Background: an optimization exercise with open tools, aiming at small area, a short achievable clock period and few clock cycles. Do not read the settings as production practice.
Where RTL was checked, it was by simulation tests only, not by an equivalence proof against the original.
Power is estimated from default activity; no workload was simulated.

the reference run:
==> flow/design.v (excerpt) <==
module cc_framer (
    input  wire        clk,
    input  wire        rst,
    input  wire        cmd_valid,
    output wire        cmd_ready,
    input  wire [1:0]  cmd_op,       
    input  wire [15:0] cmd_arg,      
    input  wire [31:0] cmd_time,     
    input  wire        in_valid,
    output reg         in_ready,
    input  wire [7:0]  in_data,
    output reg         out_valid,
    input  wire        out_ready,
    output wire [7:0]  out_data,
    output wire        out_last,
    output reg         resp_valid,
    input  wire        resp_ready,
    output reg         resp_err,
    output reg         resp_desync,
    output wire [15:0] resp_nout,
    output reg  [31:0] resp_desync_count
);
Size in the first run: roughly 4100 cells after synthesis, roughly 2400 flip-flops, ~60000 µm² of cells after synthesis.
export LEC_CHECK = 0
export CAP_MARGIN = 20
export CORE_MARGIN = 2
export CORE_UTILIZATION = 60
export CTS_CLUSTER_DIAMETER = 100
export CTS_CLUSTER_SIZE = 30
export PLACE_DENSITY = 0.75
export SETUP_SLACK_MARGIN = 5
export SLEW_MARGIN = 20
create_clock -name core_clock -period 8.0 [get_ports {clk}]
run.sh (not shown) runs the stock make flow with config.mk's settings and CLKGATE_MAP_FILE= SYNTH_SCRIPT=/design/flow/synth_recipe.tcl, a recipe that flattens the netlist after the stock synthesis.
Testbench counts of the reference run, summed over its fixed seeds: cycles 137,058.
### the reference run -> the trial run
--- a/flow/design.v
+++ b/flow/design.v
@@ -27,21 +27,22 @@
     localparam M  = 20;            
     localparam K  = N / M;         
     localparam PB = 5;             
     localparam JB = 4;             
     localparam D  = 4;             
     localparam DB = 2;             
-    localparam F  = 4;             
+    localparam F  = 5;             
     reg  [8*N-1:0] ring;
     reg  [PB-1:0]  wp;             
     reg  [JB-1:0]  wj;             
     reg  [PB-1:0]  hp;             
     reg  [JB-1:0]  hj;             
     reg  [8:0]     cnt;            
     reg  [1:0]     fph;            
     reg  [8:0]     fneed;          
+    reg            gar;            
     wire           wr;             
     wire           rd;             
     reg            empty;          
     reg            cnt_1;          
     reg            cnt_f1;         
     reg            cnt_f;          
@@ -78,14 +79,14 @@
     wire [F-1:0] ov_s = pop ? {1'b0, ov[F-1:1]} : ov;
     wire [F-1:0] ins;
     reg  [1:0] rph;                
     reg  [8:0] rneed;              
     reg  [5:0] frd;                
     reg  [5:0] fw;                 
-    wire   r_ok   = (frd != fw) && h_tap;
-    assign rd     = r_ok && (!ov[F-1] || pop);
+    wire   r_ok   = (gar ? !empty : (frd != fw)) && h_tap;
+    assign rd     = r_ok && !ov[F-1];
     wire   r_last = rph[1] && (rneed == 9'd1);
     reg        c_v;
     reg  [1:0] c_op;
     reg [15:0] c_arg;
     reg        c_ok;               
     reg        c_to;               
@@ -146,12 +147,13 @@
     wire [5:0]  fr_nx   = f_pop ? fr_p1 : fr;
     wire        hd_eq0  = (fr == q_hd[7:2]);
     wire        hd_eq1  = (fr_p1 == q_hd[7:2]);
     wire        rfree   = !resp_valid || resp_ready;
     wire        rel     = q_nz && rfree &&
                           (hd_eq0 || (hd_eq1 && out_valid && oe[0][8] && out_ready));
+    wire        g_now   = fph[1] && ((rem[15:9] != 7'd0) || (rem[8:0] >= fneed));
     wire        wr1     = wr && !rd;
     wire        rd1     = rd && !wr;
     wire        empty_n = disc || (wr1 ? 1'b0 : rd1 ? cnt_1 : empty);
     wire        nfull_n = wr1 ? !cnt_f1 : rd1 ? 1'b1 : !cnt_f;
     wire [8:0]  cnt_n   = disc ? 9'd0 : wr1 ? cnt + 9'd1 : rd1 ? cnt - 9'd1 : cnt;
     wire        wtap_n  = wr || (wp == M - 1);
@@ -172,12 +174,13 @@
             last_time  <= 32'd0;
             last_valid <= 1'b0;
             rem        <= 16'd0;
             cur_des    <= 1'b0;
             fph        <= 2'd0;
             fneed      <= 9'd0;
+            gar        <= 1'b0;
             fw         <= 6'd0;
             fr         <= 6'd0;
             ncnt       <= 16'd0;
             rph        <= 2'd0;
             rneed      <= 9'd0;
             frd        <= 6'd0;
@@ -243,12 +246,13 @@
                 end
                 default: ;
                 endcase
             end
             if (disc)
                 fph <= 2'd0;
+            gar <= g_now && !w_c && !disc;
             if (wr && empty) begin
                 wp <= {PB{1'b0}};
                 wj <= {JB{1'b0}};
             end else if (!wr) begin
                 if (wp == M - 1) begin
                     wp <= {PB{1'b0}};
## What came out
Compared with the reference run, the trial run shows a lower clock latency reported for the late side of the worst-skew pair. Net switching share of the total power, the trial run and the reference run: higher on the reference run. In the route summary, the trial run ends up with a via count exceeding that of the reference run. Met3 usage in global routing: the trial run vs the reference run up 0.27 points. The trial run vs the reference run — non-clock inverter count in the final layout rose 10. Where worst hold slack is concerned, the reference run is better than the trial run. In the reports for the trial run and the reference run, the smaller combined global-route utilization of all metal layers belongs to the reference run. The trial run ends up with a largest vdd supply drop that is 0.000014 V lower than in the reference run. Compared with the reference run, post-detailed-placement cell area in the trial run increased slightly. The reference run ended up with sky130_fd_sc_hd__clkdlybuf4s50_1 as its library cell contributing the largest single delay on the critical path; the trial run ended up with sky130_fd_sc_hd__or4_4. Post-detailed-routing wire length, the trial run and the reference run, lower one = the reference run. The trial run gives more routed length on met2 than the reference run did.
Function not checked in the trial run: the RTL went through the layout flow alone.

========
== before ==
Another version of the RTL of cc_framer (not shown whole).
Size: roughly 4200 cells after synthesis, roughly 130 I/O pins, ~61000 um2 of cells after synthesis.
Design cc_framer, start of the top module:
module cc_framer (
    input  wire        clk,
    input  wire        rst,
    input  wire        cmd_valid,
    output wire        cmd_ready,
    input  wire [1:0]  cmd_op,       
    input  wire [15:0] cmd_arg,      
    input  wire [31:0] cmd_time,     
    input  wire        in_valid,
    output reg         in_ready,
    input  wire [7:0]  in_data,
    output reg         out_valid,
    input  wire        out_ready,
    output wire [7:0]  out_data,
    output wire        out_last,
    output reg         resp_valid,
    input  wire        resp_ready,
    output reg         resp_err,
    output reg         resp_desync,
    output wire [15:0] resp_nout,
    output reg  [31:0] resp_desync_count
);
    localparam OP_FEED  = 2'd0;
    localparam OP_DISC  = 2'd1;
    localparam OP_SETMD = 2'd2;
    localparam N  = 260;           
    localparam M  = 20;            
    localparam K  = N / M;         
    localparam PB = 5;             
    localparam JB = 4;             
    localparam D  = 4;             
    localparam DB = 2;             
    localparam F  = 5;             
  ...
export LEC_CHECK = 0
export CAP_MARGIN = 20
export CORE_MARGIN = 2
export CORE_UTILIZATION = 60
export CTS_CLUSTER_DIAMETER = 100
export CTS_CLUSTER_SIZE = 30
export PLACE_DENSITY = 0.75
export SETUP_SLACK_MARGIN = 5
export SLEW_MARGIN = 20
create_clock -name core_clock -period 8.0 [get_ports {clk}]
Having completed the whole flow, before delivered a layout that passed the timing, DRC and antenna checks.
Testbench counts of before, summed over its fixed seeds: cycles 135,818.
diff inputs: before => after
--- a/flow/design.v
+++ b/flow/design.v
@@ -36,16 +36,18 @@
     reg  [JB-1:0]  wj;             
     reg  [PB-1:0]  hp;             
     reg  [JB-1:0]  hj;             
     reg  [8:0]     cnt;            
     reg  [1:0]     fph;            
     reg  [8:0]     fneed;          
-    reg            gar;            
     wire           wr;             
     wire           rd;             
-    wire           empty = (cnt == 9'd0);
+    reg            empty;          
+    reg            cnt_1;          
+    reg            cnt_f1;         
+    reg            cnt_f;          
     wire           w_tap = (wp == {PB{1'b0}});
     wire           h_tap = (hp == {PB{1'b0}});
     reg  [7:0]     rbyte;          
     reg  [K-1:0]   wen;            
     genvar gj;
     generate
@@ -76,13 +78,13 @@
     wire [F-1:0] ov_s = pop ? {1'b0, ov[F-1:1]} : ov;
     wire [F-1:0] ins;
     reg  [1:0] rph;                
     reg  [8:0] rneed;              
     reg  [5:0] frd;                
     reg  [5:0] fw;                 
-    wire   r_ok   = (gar ? !empty : (frd != fw)) && h_tap;
+    wire   r_ok   = (frd != fw) && h_tap;
     assign rd     = r_ok && !ov[F-1];
     wire   r_last = rph[1] && (rneed == 9'd1);
     reg        c_v;
     reg  [1:0] c_op;
     reg [15:0] c_arg;
     reg        c_ok;               
@@ -144,17 +146,17 @@
     wire [5:0]  fr_nx   = f_pop ? fr_p1 : fr;
     wire        hd_eq0  = (fr == q_hd[7:2]);
     wire        hd_eq1  = (fr_p1 == q_hd[7:2]);
     wire        rfree   = !resp_valid || resp_ready;
     wire        rel     = q_nz && rfree &&
                           (hd_eq0 || (hd_eq1 && out_valid && oe[0][8] && out_ready));
-    wire        g_now   = fph[1] && ((rem[15:9] != 7'd0) || (rem[8:0] >= fneed));
     wire        wr1     = wr && !rd;
     wire        rd1     = rd && !wr;
-    wire        empty_n = disc || (wr1 ? 1'b0 : rd1 ? (cnt == 9'd1) : empty);
-    wire        nfull_n = wr1 ? (cnt != N - 1) : rd1 ? 1'b1 : (cnt != N);
+    wire        empty_n = disc || (wr1 ? 1'b0 : rd1 ? cnt_1 : empty);
+    wire        nfull_n = wr1 ? !cnt_f1 : rd1 ? 1'b1 : !cnt_f;
+    wire [8:0]  cnt_n   = disc ? 9'd0 : wr1 ? cnt + 9'd1 : rd1 ? cnt - 9'd1 : cnt;
     wire        wtap_n  = wr || (wp == M - 1);
     wire        remz_n  = st_feed ? (c_arg == 16'd0) : wr ? (rem == 16'd1) : (rem == 16'd0);
     wire        rem1_n  = st_feed ? (c_arg == 16'd1) : wr ? (rem == 16'd2) : (rem == 16'd1);
     wire        qnf_n   = (q_n < D - 1) || ((q_n == D - 1) && !push);
     wire        ir_n    = !remz_n && (!rem1_n || qnf_n) &&
                           (empty_n || (wtap_n && nfull_n));
@@ -170,24 +172,27 @@
             last_time  <= 32'd0;
             last_valid <= 1'b0;
             rem        <= 16'd0;
             cur_des    <= 1'b0;
             fph        <= 2'd0;
             fneed      <= 9'd0;
-            gar        <= 1'b0;
             fw         <= 6'd0;
             fr         <= 6'd0;
             ncnt       <= 16'd0;
             rph        <= 2'd0;
             rneed      <= 9'd0;
             frd        <= 6'd0;
             wp         <= {PB{1'b0}};
             wj         <= {JB{1'b0}};
             hp         <= {PB{1'b0}};
             hj         <= {JB{1'b0}};
             cnt        <= 9'd0;
+            empty      <= 1'b1;
+            cnt_1      <= 1'b0;
+            cnt_f1     <= 1'b0;
+            cnt_f      <= 1'b0;
             in_ready   <= 1'b0;
             wen        <= {K{1'b0}};
             out_valid  <= 1'b0;
             q_wp       <= {(DB+1){1'b0}};
             q_rp       <= {(DB+1){1'b0}};
             resp_valid <= 1'b0;
@@ -238,13 +243,12 @@
                 end
                 default: ;
                 endcase
             end
             if (disc)
                 fph <= 2'd0;
-            gar <= g_now && !w_c && !disc;
             if (wr && empty) begin
                 wp <= {PB{1'b0}};
                 wj <= {JB{1'b0}};
             end else if (!wr) begin
                 if (wp == M - 1) begin
                     wp <= {PB{1'b0}};
@@ -261,18 +265,17 @@
                     hp <= {PB{1'b0}};
                     hj <= (hj == K - 1) ? {JB{1'b0}} : hj + 1'b1;
                 end else begin
                     hp <= hp + 1'b1;
                 end
             end
-            if (disc)
-                cnt <= 9'd0;
-            else if (wr1)
-                cnt <= cnt + 9'd1;
-            else if (rd1)
-                cnt <= cnt - 9'd1;
+            cnt    <= cnt_n;
+            empty  <= (cnt_n == 9'd0);
+            cnt_1  <= (cnt_n == 9'd1);
+            cnt_f1 <= (cnt_n == N - 1);
+            cnt_f  <= (cnt_n == N);
             in_ready <= ir_n;
             for (ij = 0; ij < K; ij = ij + 1)
                 wen[ij] <= ir_n && (wj_n == ij);
             if (rd) begin
                 if (r_last) begin
                     rph  <= 2'd0;
==> notes.md <==
Diff before -> after: relative area change from synthesis to final layout moved up, fraction of layout instances using a drive strength above 1 moved down, number of global-route vias before repair moved up, worst hold slack after final layout level, maximum clock rate moved up. Between before and after, the flow reports largest net degree at the start of global routing decreasing slightly. Share of total power in combinational logic (higher): before. Final critical-path share of the clock period for after: 0.29 points down relative to before. Any difference in switching part of the total between before and after is small enough to ignore. Filler-free cell count of the finished design across after and before: no real change. after — headroom to the max-slew limit 5.2 points higher, before as reference.
Testbench counts of after, summed over its fixed seeds: cycles 137,058.

## separate check: timing with driven ports
The results above use ideal ports. As a check the final layouts listed here were re-extracted and re-timed, cells and wires unchanged.
Step 1 (the two cells are an assumption about what drives the block):
set clk [get_ports {clk}]
set_driving_cell -lib_cell sky130_fd_sc_hd__clkbuf_16 $clk
set_driving_cell -lib_cell sky130_fd_sc_hd__buf_2 [delete_from_list [all_inputs] $clk]
Step 2, shift: input delay + t, output delay - t, t = (earliest + latest rising clock arrival at the registers) / 2. This alone moves slack from input paths to output paths.
Slacks: ideal / step 1 / step 2; pairs: ideal / step 1.
run | shift t [ns] | setup WS [ns] | clock arrival spread, ns
the reference run | 0.771 | 4.956 / 4.912 / 4.188 | 0.040 / 0.040
the trial run | 0.748 | 4.848 / 4.876 / 4.128 | 0.048 / 0.048
before | 0.762 | 4.861 / 4.861 / 4.216 | 0.049 / 0.048
after | 0.751 | 4.884 / 4.877 / 4.126 | 0.046 / 0.046
After both steps setup and hold are still met in every run listed. For the reference run, which loses most, drivers alone change the setup slack by -0.044 ns; drivers and shift together by -0.768 ns.
